Source: an optimization exercise on an open RTL-to-GDS flow (aim: small area, a short achievable clock period and few clock cycles). Production flows keep margins and buffers that such runs may drop.
Where RTL was checked, it was by simulation tests only, not by an equivalence proof against the original.
Power is estimated from default activity; no workload was simulated.

Design png_unfilter, start of the top module:
module png_unfilter #(
    parameter ROWBUF_BYTES = 64
) (
    input  wire       clk,
    input  wire       rst,             
    input  wire       start,
    input  wire [7:0] cfg_width,
    input  wire [7:0] cfg_height,
    input  wire [2:0] cfg_colortype,
    input  wire [4:0] cfg_bitdepth,
    input  wire       cfg_interlace,
    input  wire       in_valid,
    output wire       in_ready,
    input  wire [7:0] in_data,
    output wire       out_valid,
    input  wire       out_ready,
    output wire [7:0] out_data,
    output wire       out_last,
    output wire       busy,
    output reg        done,
    output reg        fault,
    output reg  [3:0] fault_code
);
==> flow/config.mk <==
export PLATFORM = sky130hd
export DESIGN_NAME = png_unfilter
export DESIGN_NICKNAME = png_unfilter
export VERILOG_FILES = /design/flow/design.v
export SDC_FILE = /design/flow/constraint.sdc
export NUM_CORES = 4
export LEC_CHECK = 0
export CAP_MARGIN = 20
export CORE_MARGIN = 2
export CORE_UTILIZATION = 40
export PLACE_DENSITY = 0.6
export SLEW_MARGIN = 20
==> flow/constraint.sdc <==
create_clock -name core_clock -period 12.5 [get_ports {clk}]
set_input_delay 2.5000 -clock core_clock [delete_from_list [all_inputs] [get_ports {clk}]]
set_output_delay 2.5000 -clock core_clock [all_outputs]
set_load 0.01 [all_outputs]
standard.sh (not shown) runs the stock make flow with config.mk's settings and CLKGATE_MAP_FILE= SYNTH_SCRIPT=/design/flow/synth_recipe.tcl, a recipe that flattens the netlist after the stock synthesis.
==> flow/flow/run.sh <==
#!/bin/bash
set -e
export SETUP_SLACK_MARGIN=8.5
bash standard.sh > standard.log 2>&1
Rerun with:
- CTS_BUF_LIST: unset -> sky130_fd_sc_hd__clkbuf_4 sky130_fd_sc_hd__clkbuf_8
What happened:
- area after synthesis stays the same
- wire length grows slightly
- final area is about the same
- sequential share of layout area grows by 0.12 points
- power shrinks by a few percent
- global-route usage is about the same
- via count grows slightly
- core utilization barely changes
- count of clock-buffer cells in the layout grows by 72
- fmax hardly moves
No functional check of the RTL was part of any run of this note.


png_unfilter, a different RTL version from the one above (not shown whole).
For scale: ~56 I/O pins, roughly 33000 um2 of cells after synthesis.
clock: 12.5 ns
lec_check: 0
cap_margin: 20
core_margin: 2
core_utilization: 40
place_density: 0.6
slew_margin: 20
run.sh (not shown) runs the stock make flow with config.mk's settings and CLKGATE_MAP_FILE= SYNTH_SCRIPT=/design/flow/synth_recipe.tcl, a recipe that flattens the netlist after the stock synthesis.
Stock flow here: none of the scripts above is used.
Testbench counts at the start, summed over its fixed seeds: cycles 111,622.
==> next run, changes <==
==> flow/flow/run.sh (new file) <==
#!/bin/bash
set -e
export SETUP_SLACK_MARGIN=8.5
bash standard.sh > standard.log 2>&1
==> flow/standard.sh (new file) <==
#!/bin/bash
# synth_recipe.tcl (not shown) runs the flow's synth.tcl, then flattens the netlist and writes it again
# the make line also repeats each setting of config.mk as NAME=value (left out here)
make -C /OpenROAD-flow-scripts/flow DESIGN_CONFIG=/design/flow/config.mk WORK_HOME=/design/flow/orfs CLKGATE_MAP_FILE= SYNTH_SCRIPT=/design/flow/synth_recipe.tcl "${@:-finish}"
removed: flow/run.sh
Outcome: The changed run finished clean; via count went up by a few percent; setup slack gains 1.8 ns; sequential share of layout area drops by 4.3 points; area after synthesis does not change; power rose by roughly a tenth; final cell count went up by a few percent.


Setup of v35:
png_unfilter, a different RTL version from the one above (not shown whole).
For scale: about 800 flip-flops, roughly 56 I/O pins, ~0.034 mm^2 of cells after synthesis.
// png_unfilter
module png_unfilter #(
    parameter ROWBUF_BYTES = 64
) (
    input  wire       clk,
    input  wire       rst,             
    input  wire       start,
    input  wire [7:0] cfg_width,
    input  wire [7:0] cfg_height,
    input  wire [2:0] cfg_colortype,
    input  wire [4:0] cfg_bitdepth,
    input  wire       cfg_interlace,
    input  wire       in_valid,
    output wire       in_ready,
    input  wire [7:0] in_data,
    output wire       out_valid,
    input  wire       out_ready,
    output wire [7:0] out_data,
    output wire       out_last,
    output wire       busy,
    output reg        done,
    output reg        fault,
    output reg  [3:0] fault_code
);
    localparam [3:0] FC_CORRUPT_CHUNK = 4'd3;
    localparam [3:0] FC_UNSUPPORTED   = 4'd6;
    reg       busy_r;
    reg       st_check, st_run, st_drain;
    reg       inr;                  
    reg       bad;                  
    reg [7:0] W, H;
    reg       il;
    reg [8:0] cls;                  
    reg [5:0] bsel;                 
    reg [3:0] bppv;                 
    reg [6:0] mask;                 
    reg [2:0] np;                   
    reg       hn;                   
    reg       init;                 
    reg       lir;                  
  ...
clock: 12.5 ns
lec_check: 0
cap_margin: 20
core_margin: 2
core_utilization: 40
cts_cluster_diameter: 120
cts_cluster_size: 22
place_density: 0.6
slew_margin: 20
standard.sh (not shown) runs the stock make flow with config.mk's settings and CLKGATE_MAP_FILE= SYNTH_SCRIPT=/design/flow/synth_recipe.tcl, a recipe that flattens the netlist after the stock synthesis.
==> flow/flow/run.sh <==
#!/bin/bash
set -e
export SETUP_SLACK_MARGIN=8.5
export BUFFER_PORTS_ARGS="-buffer_cell sky130_fd_sc_hd__buf_4"
bash standard.sh > standard.log 2>&1
Modified inputs, v6 compared to v35
==> flow/flow/run.sh <==
#!/bin/bash
set -e
export SETUP_SLACK_MARGIN=8.8
export BUFFER_PORTS_ARGS="-buffer_cell sky130_fd_sc_hd__buf_4"
bash standard.sh > standard.log 2>&1
==> comparison <==
For v35, the cell with the largest stage delay on the worst path was sky130_fd_sc_hd__fa_1, unlike v6, where it was sky130_fd_sc_hd__fa_2. Of v35 and v6, the run reporting the higher diode insertion count for antenna repair was v6. v6 against v35: post-route cell area has increased; number of buffers other than clock buffers in the final layout has increased; buffer and inverter count on the worst path has increased; post-detailed-route wirelength per cell has decreased. Critical path depth delta for v6 relative to v35: 1 higher. According to the power report, total power for v6 is higher than for v35. Fraction of layout instances using a drive strength above 1 (higher): v6.
Function was not checked in any run of this note: the RTL went through the layout flow alone.


png_unfilter, a different RTL version from the one above (not shown whole).
Size: ~780 flip-flops, about 56 I/O pins.
export LEC_CHECK = 0
export CAP_MARGIN = 20
export CORE_MARGIN = 2
export CORE_UTILIZATION = 40
export PLACE_DENSITY = 0.6
export SLEW_MARGIN = 20
create_clock -name core_clock -period 12.5 [get_ports {clk}]
==> flow/flow/run.sh <==
#!/bin/bash
set -e
export SETUP_SLACK_MARGIN=8.5
bash standard.sh > standard.log 2>&1
Testbench counts at the start, summed over its fixed seeds: cycles 111,622.
Change:
==> flow/run.sh (new file) <==
#!/bin/bash
# synth_recipe.tcl (not shown) runs the flow's synth.tcl, then flattens the netlist and writes it again
# the make line also repeats each setting of config.mk as NAME=value (left out here)
make -C /OpenROAD-flow-scripts/flow DESIGN_CONFIG=/design/flow/config.mk WORK_HOME=/design/flow/orfs CLKGATE_MAP_FILE= SYNTH_SCRIPT=/design/flow/synth_recipe.tcl finish
removed: flow/flow/run.sh
removed: flow/standard.sh
Outcome: Fmax drops by 28%. Total power went down by 4.7%. Setup slack degrades by 2.0 ns.


Another version of the RTL of png_unfilter (not shown whole).
Size in the first run: roughly 2300 cells after synthesis, about 790 flip-flops, ~56 I/O pins, about 0.033 sq mm of cells after synthesis.
==> flow/config.mk <==
export PLATFORM = sky130hd
export DESIGN_NAME = png_unfilter
export DESIGN_NICKNAME = png_unfilter
export VERILOG_FILES = /design/flow/design.v
export SDC_FILE = /design/flow/constraint.sdc
export NUM_CORES = 4
export LEC_CHECK = 0
export CAP_MARGIN = 20
export CORE_MARGIN = 2
export CORE_UTILIZATION = 40
export CTS_CLUSTER_DIAMETER = 120
export CTS_CLUSTER_SIZE = 22
export PLACE_DENSITY = 0.6
export SLEW_MARGIN = 20
==> flow/constraint.sdc <==
create_clock -name core_clock -period 12.5 [get_ports {clk}]
set_input_delay 2.5000 -clock core_clock [delete_from_list [all_inputs] [get_ports {clk}]]
set_output_delay 2.5000 -clock core_clock [all_outputs]
set_load 0.01 [all_outputs]
==> flow/flow/run.sh <==
#!/bin/bash
set -e
export SETUP_SLACK_MARGIN=8.8
export BUFFER_PORTS_ARGS="-buffer_cell sky130_fd_sc_hd__buf_4"
bash standard.sh > standard.log 2>&1
Testbench counts at the start, summed over its fixed seeds: cycles 111,622.
Next try:
==> flow/flow/run.sh (replaced) <==
#!/bin/bash
set -e
export SETUP_SLACK_MARGIN=8.5
bash standard.sh > standard.log 2>&1
Settings changed: CTS_CLUSTER_DIAMETER 120 to default, CTS_CLUSTER_SIZE 22 to default.
First-iteration DRC count decreases by 14%.
Global-route usage increases by 0.17 points.
Cell area increases by 1.6%.
Setup slack gets worse by 0.19 ns.
Total power increases by 18%.
Final cell count increases by 0.57%.
Routed wire length decreases by 0.80%.
Clock-buffer cell count increases by 35.
Clock power increases by 68%.
Next try:
Settings changed: CTS_CLUSTER_DIAMETER from default to 150, CTS_CLUSTER_SIZE from default to 30.
Effect: Count of clock-buffer cells in the layout went down by 55. Hold slack gains 0.020 ns. Design area is lower by 4.8%.


Setup of v14:
Another version of the RTL of png_unfilter (not shown whole).
Size in the first run: ~2500 cells after synthesis, ~800 flip-flops, roughly 34000 sq um of cells after synthesis.
Settings: LEC_CHECK=0, CAP_MARGIN=20, CORE_MARGIN=2, CORE_UTILIZATION=55, CTS_CLUSTER_DIAMETER=120, CTS_CLUSTER_SIZE=22, PLACE_DENSITY=0.72, SLEW_MARGIN=20; clock period 12.5 ns.
==> flow/flow/run.sh <==
#!/bin/bash
set -e
export SETUP_SLACK_MARGIN=9.0
export BUFFER_PORTS_ARGS="-buffer_cell sky130_fd_sc_hd__buf_4"
export CTS_ARGS="-sink_clustering_enable -repair_clock_nets -sink_clustering_size 22 -sink_clustering_max_diameter 120 -distance_between_buffers 1000 -branching_point_buffers_distance 1000"
bash standard.sh > standard.log 2>&1
Testbench counts of v14, summed over its fixed seeds: cycles 111,622.
For v21, these inputs were changed with respect to v14:
==> flow/flow/run.sh <==
#!/bin/bash
set -e
export SETUP_SLACK_MARGIN=9.0
export BUFFER_PORTS_ARGS="-buffer_cell sky130_fd_sc_hd__buf_4"
bash standard.sh > standard.log 2>&1
## What came out
Post-detailed-routing wire length essentially unchanged between v21 and v14.
Changes observed in v21 relative to v14: total power after layout stayed essentially flat, number of nets with antenna violations after routing ~0 delta.
What v53 does differently from v21 at the input level:
- PLACE_DENSITY: 0.72 -> 0.6
- CORE_UTILIZATION: 55 -> 40
diff --git a/flow/flow/run.sh b/flow/flow/run.sh
--- a/flow/flow/run.sh
+++ b/flow/flow/run.sh
@@ -3 +3 @@
-export SETUP_SLACK_MARGIN=9.0
+export SETUP_SLACK_MARGIN=8.8
Results
Relative to v21, v53 degrades wire length of the first global-routing pass.
v53 — sequential share of layout area 0.45 points higher, v21 as reference
On pre-CTS setup slack, v53 does better than v21.
Taking v21 as the reference, in v53 die outline width now larger, switching component of the power saw little to no change, area growth from synthesis to layout went down.
Sort v21 and v53 by power per cell area asc -> top: v21
Relative to v53, the following input files were edited for v54:
diff --git a/flow/flow/run.sh b/flow/flow/run.sh
--- a/flow/flow/run.sh
+++ b/flow/flow/run.sh
@@ -3 +3 @@
-export SETUP_SLACK_MARGIN=8.8
+export SETUP_SLACK_MARGIN=9.0
@@ -4,0 +5 @@
+export CTS_ARGS="-sink_clustering_enable -repair_clock_nets -sink_clustering_size 22 -sink_clustering_max_diameter 120 -distance_between_buffers 1000 -branching_point_buffers_distance 1000"
--- outcome ---
In v54 the placed instance area turned out about 0.32% higher than in v53. For the leakage power, v54 came in 2.2% higher than v53 did. Total power: higher on v54. sky130_fd_sc_hd__dfxtp_4 as the critical-path cell with the highest stage delay was reported by v54, and sky130_fd_sc_hd__dfxtp_1 by v53. In the metrics for v54 and v53, the one carrying the higher setup slack at placement is v53.
[inputs] v29 vs v54
==> flow/flow/run.sh <==
#!/bin/bash
set -e
export SETUP_SLACK_MARGIN=9.0
export BUFFER_PORTS_ARGS="-buffer_cell sky130_fd_sc_hd__buf_4"
bash standard.sh > standard.log 2>&1
Core utilization of v54 is on par with v29.
Re first-iteration DRC count: no difference whatsoever between v29 and v54.
Reported for v29 and v54, net count of the mapped netlist turned out identical to the last digit.
The critical path depth of v54 and that of v29 are within noise of each other.
Synthesis-to-layout area growth: v54 vs v29 identical
Routed wire length: v54 vs v29 identical

==> re-timing with driven ports <==
How much do the figures lean on ideal ports? The routed layouts below were timed once more, with nothing changed but the port constraints. Step 1 assumes that a clkbuf_16 drives the clock port and a buf_2 every other input. Step 2, shift: input delay + t, output delay - t, t = (earliest + latest rising clock arrival at the registers) / 2. This alone moves slack from input paths to output paths. a / b / c = no drivers / after step 1 / after step 2; a / b = the first two.
run | shift t [ns] | setup slack, ns | worst hold slack (ns)
the first run of note 1 | 0.683 | 7.308 / 7.308 / 7.308 | 0.406 / 0.406 / 0.406
the second run of note 1 | 0.790 | 7.320 / 7.320 / 7.320 | 0.407 / 0.407 / 0.407
the first run of note 2 | 0.680 | 6.396 / 6.396 / 6.396 | 0.403 / 0.403 / 0.403
the second run of note 2 | 0.686 | 8.222 / 8.222 / 7.913 | 0.411 / 0.411 / 0.411
v35 | 0.675 | 8.564 / 8.564 / 7.974 | 0.406 / 0.406 / 0.406
v6 | 0.660 | 8.704 / 8.704 / 8.287 | 0.403 / 0.403 / 0.403
the first run of note 4 | 0.692 | 7.106 / 7.106 / 7.106 | 0.410 / 0.410 / 0.410
the second run of note 4 | 0.689 | 5.056 / 5.056 / 5.056 | 0.411 / 0.411 / 0.411
the first run of note 5 | 0.666 | 8.717 / 8.650 / 8.180 | 0.410 / 0.410 / 0.410
the second run of note 5 | 0.688 | 8.532 / 8.522 / 7.866 | 0.398 / 0.398 / 0.398
the third run of note 5 | 0.718 | 8.549 / 8.479 / 7.866 | 0.418 / 0.418 / 0.418
v14 | 0.665 | 8.917 / 8.851 / 8.355 | 0.418 / 0.418 / 0.418
v21 | 0.665 | 8.917 / 8.851 / 8.355 | 0.418 / 0.418 / 0.418
v53 | 0.661 | 8.835 / 8.768 / 8.198 | 0.407 / 0.407 / 0.407
v54 | 0.667 | 8.889 / 8.822 / 8.391 | 0.416 / 0.416 / 0.416
v29 | 0.667 | 8.889 / 8.822 / 8.391 | 0.416 / 0.416 / 0.416
After both steps every run listed still meets setup and hold. For the third run of note 5, which loses most, drivers alone change the setup slack by -0.070 ns; drivers and shift together by -0.683 ns.
